Source: an optimization exercise on an open RTL-to-GDS flow (aim: small area, a short achievable clock period and few clock cycles per item). Production flows keep margins and buffers that such runs may drop. Function was checked by simulation only, so behaviour that the tests miss may differ from the original.

trial 84:
Design hpsdr_telem, start of the top module:
module hpsdr_telem (
    input  wire        clk,
    input  wire        rst,
    input  wire        in_valid,
    output wire        in_ready,
    input  wire [7:0]  in_c0,
    input  wire [31:0] in_data,
    output wire        out_valid,
    input  wire        out_ready,
    output reg  [2:0]  out_kind,
    output reg  [2:0]  out_keys,
    output reg  [31:0] out_a,
    output reg  [31:0] out_b
);
    localparam [2:0] K_INFO   = 3'd0;
    localparam [2:0] K_FWD    = 3'd1;
    localparam [2:0] K_REV    = 3'd2;
    localparam [2:0] K_SUPPLY = 3'd3;
    localparam [2:0] K_ADC    = 3'd4;
    localparam [2:0] K_RAW    = 3'd5;
    localparam [2:0] K_REV0   = 3'd6;    
    reg v1, v2a, v2, v3;
    reg skid_full;
    reg rdy;             
    wire en   = ~v3 | out_ready;
    wire take = in_valid & ~skid_full;
    assign in_ready  = rdy;
    assign out_valid = v3;
    reg [2:0] in_kind;
    always @(*) begin
        case (in_c0[7:3])
            5'd0:    in_kind = K_INFO;
            5'd1:    in_kind = K_FWD;
            5'd2:    in_kind = K_REV;
            5'd3:    in_kind = K_SUPPLY;
            5'd4:    in_kind = K_ADC;
            default: in_kind = K_RAW;
        endcase
    end
    reg [2:0]  sk_kind;
    reg [2:0]  sk_keys;
    reg [31:0] sk_data;
    reg        v0;
    reg [2:0]  s_kind;
    reg [2:0]  s_keys;
    reg [31:0] s_data;
    wire [15:0] s_hi   = s_data[31:16];
    wire [15:0] s_lo   = s_data[15:0];
    wire [19:0] u_hi = {1'b0, s_hi, 3'b0} + {3'b0, s_hi, 1'b0} + {4'b0, s_hi} - 20'd110;
    wire [19:0] u_lo = {1'b0, s_lo, 3'b0} + {3'b0, s_lo, 1'b0} + {4'b0, s_lo};
    wire        s_rev = (s_kind == K_REV);
    wire        s_fwd = (s_kind == K_FWD);
    wire        s_sup = (s_kind == K_SUPPLY);
    wire        s_oth = ~(s_rev | s_fwd | s_sup);
    wire [19:0] s_ub  = ({20{s_rev}} & u_hi) | ({20{s_fwd}} & u_lo);
    wire [19:0] s_us  = ({20{s_sup}} & u_lo) | ({20{s_oth}} & {4'd0, s_lo});
    reg [2:0]  r1_kind, r2a_kind, r2_kind;
    reg [2:0]  r1_keys, r2a_keys, r2_keys;
    reg [15:0] r1_h, r2a_h, r2_h;
    reg [15:0] r2a_lo;
    reg [39:0] r2a_ra, r2a_rb;
    reg        r2a_fc;
    reg [19:0] r1_ub, r1_us;
    reg [39:0] r2_t;
    reg        r2_selq_a, r2_selq_b;    
    wire [39:0] ra, rb;
    wire        fc;
    hpsdr_s2 u_s2 (.ub(r1_ub), .us(r1_us), .ra(ra), .rb(rb), .fc(fc));
  ...
==> module hpsdr_telem, before the edit <==
module hpsdr_telem (
    input  wire        clk,
    input  wire        rst,
    input  wire        in_valid,
    output wire        in_ready,
    input  wire [7:0]  in_c0,
    input  wire [31:0] in_data,
    output wire        out_valid,
    input  wire        out_ready,
    output reg  [2:0]  out_kind,
    output reg  [2:0]  out_keys,
    output reg  [31:0] out_a,
    output reg  [31:0] out_b
);
    localparam [2:0] K_INFO   = 3'd0;
    localparam [2:0] K_FWD    = 3'd1;
    localparam [2:0] K_REV    = 3'd2;
    localparam [2:0] K_SUPPLY = 3'd3;
    localparam [2:0] K_ADC    = 3'd4;
    localparam [2:0] K_RAW    = 3'd5;
    localparam [2:0] K_REV0   = 3'd6;    
    reg v1, v2a, v2, v3;
    reg skid_full;
    reg rdy;             
    wire en   = ~v3 | out_ready;
    wire take = in_valid & ~skid_full;
    assign in_ready  = rdy;
    assign out_valid = v3;
    reg [2:0] in_kind;
    always @(*) begin
        case (in_c0[7:3])
            5'd0:    in_kind = K_INFO;
            5'd1:    in_kind = K_FWD;
            5'd2:    in_kind = K_REV;
            5'd3:    in_kind = K_SUPPLY;
            5'd4:    in_kind = K_ADC;
            default: in_kind = K_RAW;
        endcase
    end
    reg [2:0]  sk_kind;
    reg [2:0]  sk_keys;
    reg [31:0] sk_data;
    reg        v0;
    reg [2:0]  s_kind;
    reg [2:0]  s_keys;
    reg [31:0] s_data;
    wire [15:0] s_hi   = s_data[31:16];
    wire [15:0] s_lo   = s_data[15:0];
    wire [19:0] u_hi = {1'b0, s_hi, 3'b0} + {3'b0, s_hi, 1'b0} + {4'b0, s_hi} - 20'd110;
    wire [19:0] u_lo = {1'b0, s_lo, 3'b0} + {3'b0, s_lo, 1'b0} + {4'b0, s_lo};
    wire        s_rev = (s_kind == K_REV);
    wire        s_fwd = (s_kind == K_FWD);
    wire        s_sup = (s_kind == K_SUPPLY);
    wire        s_oth = ~(s_rev | s_fwd | s_sup);
    wire [19:0] s_ub  = ({20{s_rev}} & u_hi) | ({20{s_fwd}} & u_lo);
    wire [19:0] s_us  = ({20{s_sup}} & u_lo) | ({20{s_oth}} & {4'd0, s_lo});
    reg [2:0]  r1_kind, r2a_kind, r2_kind;
    reg [2:0]  r1_keys, r2a_keys, r2_keys;
    reg [15:0] r1_h, r2a_h, r2_h;
    reg [15:0] r2a_lo;
    reg [39:0] r2a_ra, r2a_rb;
    reg        r2a_fc;
    reg [19:0] r1_ub, r1_us;
    reg [39:0] r2_t;
    reg        r2_selq_a, r2_selq_b;    
    wire [39:0] ra, rb;
    wire        fc;
    hpsdr_s2 u_s2 (.ub(r1_ub), .us(r1_us), .ra(ra), .rb(rb), .fc(fc));
    wire        conv = (r2a_kind == K_FWD) | (r2a_kind == K_REV) | (r2a_kind == K_REV0) |
                       (r2a_kind == K_SUPPLY);
    wire [39:0] t;
    hpsdr_cpa40 u_cpa (.ra(r2a_ra), .rb(r2a_rb), .fc(r2a_fc), .t(t));
    wire [30:0] qb;
    hpsdr_bridge u_br (.t(r2_t), .q(qb));
    wire [7:0] c1 = r2_h[15:8];
    wire [7:0] c2 = r2_h[7:0];
    wire [7:0] c3 = r2_t[15:8];
    wire [7:0] c4 = r2_t[7:0];
    function [8:0] ver(input [7:0] v);
        reg [7:0] q, r;
        begin
            q = v / 8'd10;
            r = v % 8'd10;
            ver = {q[4:0], r[3:0]};
        end
    endfunction
    reg [2:0]  k_n;
    reg [31:0] a_r, b_r;
    always @(*) begin
        k_n = r2_kind;
        a_r = 32'd0;
        b_r = 32'd0;
        case (r2_kind)
            K_INFO:   begin a_r = {25'd0, c1[6:0]};
                            b_r = {5'd0, ver(c2), ver(c3), ver(c4)}; end
            K_FWD:    a_r = {16'd0, r2_h};
            K_REV:    b_r = {16'd0, r2_h};
            K_REV0:   begin b_r = {16'd0, r2_h}; k_n = K_REV; end
            K_SUPPLY: begin a_r = {16'd0, r2_h}; b_r = {7'd0, r2_t[24:0]}; end
            K_ADC:    begin a_r = {28'd0, c4[0], c3[0], c2[0], c1[0]};
                            b_r = {4'd0, c4[7:1], c3[7:1], c2[7:1], c1[7:1]}; end
            default:  a_r = {r2_h, r2_t[15:0]};
        endcase
    end
    wire [31:0] a_n, b_n;
    hpsdr_aor u_aor_a (.r(a_r), .s(r2_selq_a), .q({1'b0, qb}), .y(a_n));
    hpsdr_aor u_aor_b (.r(b_r), .s(r2_selq_b), .q({1'b0, qb}), .y(b_n));
    always @(posedge clk) begin
        if (rst) begin
            v0 <= 1'b0;
            v1 <= 1'b0;
            v2a <= 1'b0;
            v2 <= 1'b0;
            v3 <= 1'b0;
            skid_full <= 1'b0;
            rdy <= 1'b1;
        end else if (en) begin
            v0 <= skid_full | take;
            v1 <= v0;
            v2a <= v1;
            v2 <= v2a;
            v3 <= v2;
            skid_full <= 1'b0;
            rdy <= 1'b1;
        end else if (take) begin
            skid_full <= 1'b1;
            rdy <= 1'b0;
        end
    end
    always @(posedge clk) begin
        if (~skid_full) begin
            sk_kind <= in_kind;
            sk_keys <= in_c0[2:0];
            sk_data <= in_data;
        end
        if (en) begin
            s_kind  <= skid_full ? sk_kind : in_kind;
            s_keys  <= skid_full ? sk_keys : in_c0[2:0];
            s_data  <= skid_full ? sk_data : in_data;
            r1_kind <= (s_rev && s_hi <= 16'd10) ? K_REV0 : s_kind;
            r1_keys <= s_keys;
            r1_h    <= s_rev ? s_lo : s_hi;
            r1_ub   <= s_ub;
            r1_us   <= s_us;
            r2a_kind <= r1_kind;
            r2a_keys <= r1_keys;
            r2a_h    <= r1_h;
            r2a_lo   <= r1_us[15:0];
            r2a_ra   <= ra;
            r2a_rb   <= rb;
            r2a_fc   <= fc;
            r2_kind <= r2a_kind;
            r2_selq_a <= (r2a_kind == K_REV);
            r2_selq_b <= (r2a_kind == K_FWD);
            r2_keys <= r2a_keys;
            r2_h    <= r2a_h;
            r2_t    <= {t[39:16], conv ? t[15:0] : r2a_lo};
            out_kind <= k_n;
            out_keys <= r2_keys;
            out_a    <= a_n;
            out_b    <= b_n;
        end
    end
endmodule
export LEC_CHECK = 0
export CAP_MARGIN = 20
export CORE_MARGIN = 2
export CORE_UTILIZATION = 40
export SLEW_MARGIN = 20
export SYNTH_HIERARCHICAL = 1
create_clock -name core_clock -period 12.0 [get_ports {clk}]
standard.sh (not shown) runs the stock make flow with config.mk's settings and CLKGATE_MAP_FILE= SYNTH_SCRIPT=/design/flow/synth_recipe.tcl, a recipe that flattens the netlist after the stock synthesis.
==> flow/flow/run.sh <==
#!/bin/bash
set -euo pipefail
bash standard.sh SETUP_SLACK_MARGIN=7.7 finish > standard_flow.log 2>&1
The flow did not stop early for trial 84: all stages ran, and the layout cleared the timing, DRC and antenna checks.
Testbench counts of trial 84, summed over its fixed seeds: cycles 3,240, items 3,200.
Edits applied to the flow inputs when going from trial 84 to build 6:
--- a/flow/design.v
+++ b/flow/design.v
@@ -56,17 +56,20 @@
     wire [19:0] s_us  = ({20{s_sup}} & u_lo) | ({20{s_oth}} & {4'd0, s_lo});
     reg [2:0]  r1_kind, r2a_kind, r2_kind;
     reg [2:0]  r1_keys, r2a_keys, r2_keys;
     reg [15:0] r1_h, r2a_h, r2_h;
-    reg [15:0] r2a_lo;
     reg [39:0] r2a_ra, r2a_rb;
     reg        r2a_fc;
     reg [19:0] r1_ub, r1_us;
     reg [39:0] r2_t;
     reg        r2_selq_a, r2_selq_b;    
     wire [39:0] ra, rb;
     wire        fc;
     hpsdr_s2 u_s2 (.ub(r1_ub), .us(r1_us), .ra(ra), .rb(rb), .fc(fc));
+    wire        conv1 = (r1_kind == K_FWD) | (r1_kind == K_REV) | (r1_kind == K_REV0) |
+                        (r1_kind == K_SUPPLY);
+    wire [39:0] ra_m = {conv1 ? ra[39:32] : r1_us[15:8], ra[31:0]};
+    wire [39:0] rb_m = {conv1 ? rb[39:32] : r1_us[7:0],  rb[31:0]};
     wire        conv = (r2a_kind == K_FWD) | (r2a_kind == K_REV) | (r2a_kind == K_REV0) |
                        (r2a_kind == K_SUPPLY);
     wire [39:0] t;
     hpsdr_cpa40 u_cpa (.ra(r2a_ra), .rb(r2a_rb), .fc(r2a_fc), .t(t));
@@ -144,18 +147,17 @@
             r1_us   <= s_us;
             r2a_kind <= r1_kind;
             r2a_keys <= r1_keys;
             r2a_h    <= r1_h;
-            r2a_lo   <= r1_us[15:0];
-            r2a_ra   <= ra;
-            r2a_rb   <= rb;
+            r2a_ra   <= ra_m;
+            r2a_rb   <= rb_m;
             r2a_fc   <= fc;
             r2_kind <= r2a_kind;
             r2_selq_a <= (r2a_kind == K_REV);
             r2_selq_b <= (r2a_kind == K_FWD);
             r2_keys <= r2a_keys;
             r2_h    <= r2a_h;
-            r2_t    <= {t[39:16], conv ? t[15:0] : r2a_lo};
+            r2_t    <= {t[39:16], conv ? t[15:0] : {r2a_ra[39:32], r2a_rb[39:32]}};
             out_kind <= k_n;
             out_keys <= r2_keys;
             out_a    <= a_n;
             out_b    <= b_n;
==> comparison <==
- As far as count of antenna diodes in the layout is concerned, trial 84 and build 6 perform about the same.
- Build 6 went all the way through synthesis, placement and routing and the layout is clean on timing, DRC and antenna.
- Lower clock-buffer cell count goes to trial 84 over build 6.
- Comparing build 6 and trial 84, number of iterations in the first detailed-routing pass is higher on build 6.
- Critical path capture point: out_a[22] -> trial 84, out_a[25] -> build 6
- Synthesized cell count in build 6 vs trial 84: up 58
- Taking trial 84 as the reference, in build 6 fmax moved up; design area barely changed; sum of met3 wire segment lengths after detailed routing went up by about 50%.
- Build 6: share of the clock period used by the worst path after layout lower than trial 84
- From trial 84 to build 6 the numbers moved as follows: met2 usage went up 1.7 points, worst setup slack picked up an extra 0.029 ns, time the final worst path needs with I/O delays and setup down 0.029 ns.
- Measured against each other, build 6 and trial 84 differ in post-synthesis simple-gate area fraction, the lower figure coming from trial 84.
Testbench counts of build 6, summed over its fixed seeds: cycles 3,240, items 3,200.

[separate check: timing with driven ports]
No port has a modelled driver above. Below, the same layouts with a new extraction and two added sets of constraints. Step 1 sets driving cells, clkbuf_16 on the clock port and buf_2 on the other inputs (assumed; they add their load-dependent delay and slew). Step 2 adds t to the input delays and takes it off the output delays; t is the mean of the earliest and latest rising clock arrival at the registers after step 1. Input paths then give back, and output paths get back, about the clock's delay inside the block. a / b / c = ideal / step 1 / step 2; a / b = the first two.
| run | t (ns) | setup slack, ns | clock arrival spread, ns | pins driven straight from the clock port |
|---|---|---|---|---|
| trial 84 | 0.645 | 7.485 / 7.485 / 7.243 | 0.045 / 0.045 | 1 |
| build 6 | 0.649 | 7.514 / 7.514 / 7.201 | 0.040 / 0.041 | 1 |
After both steps every run listed still meets setup and hold. The setup slack of build 6, which loses most, moves by 0.000 ns with the drivers and by -0.313 ns with both steps.
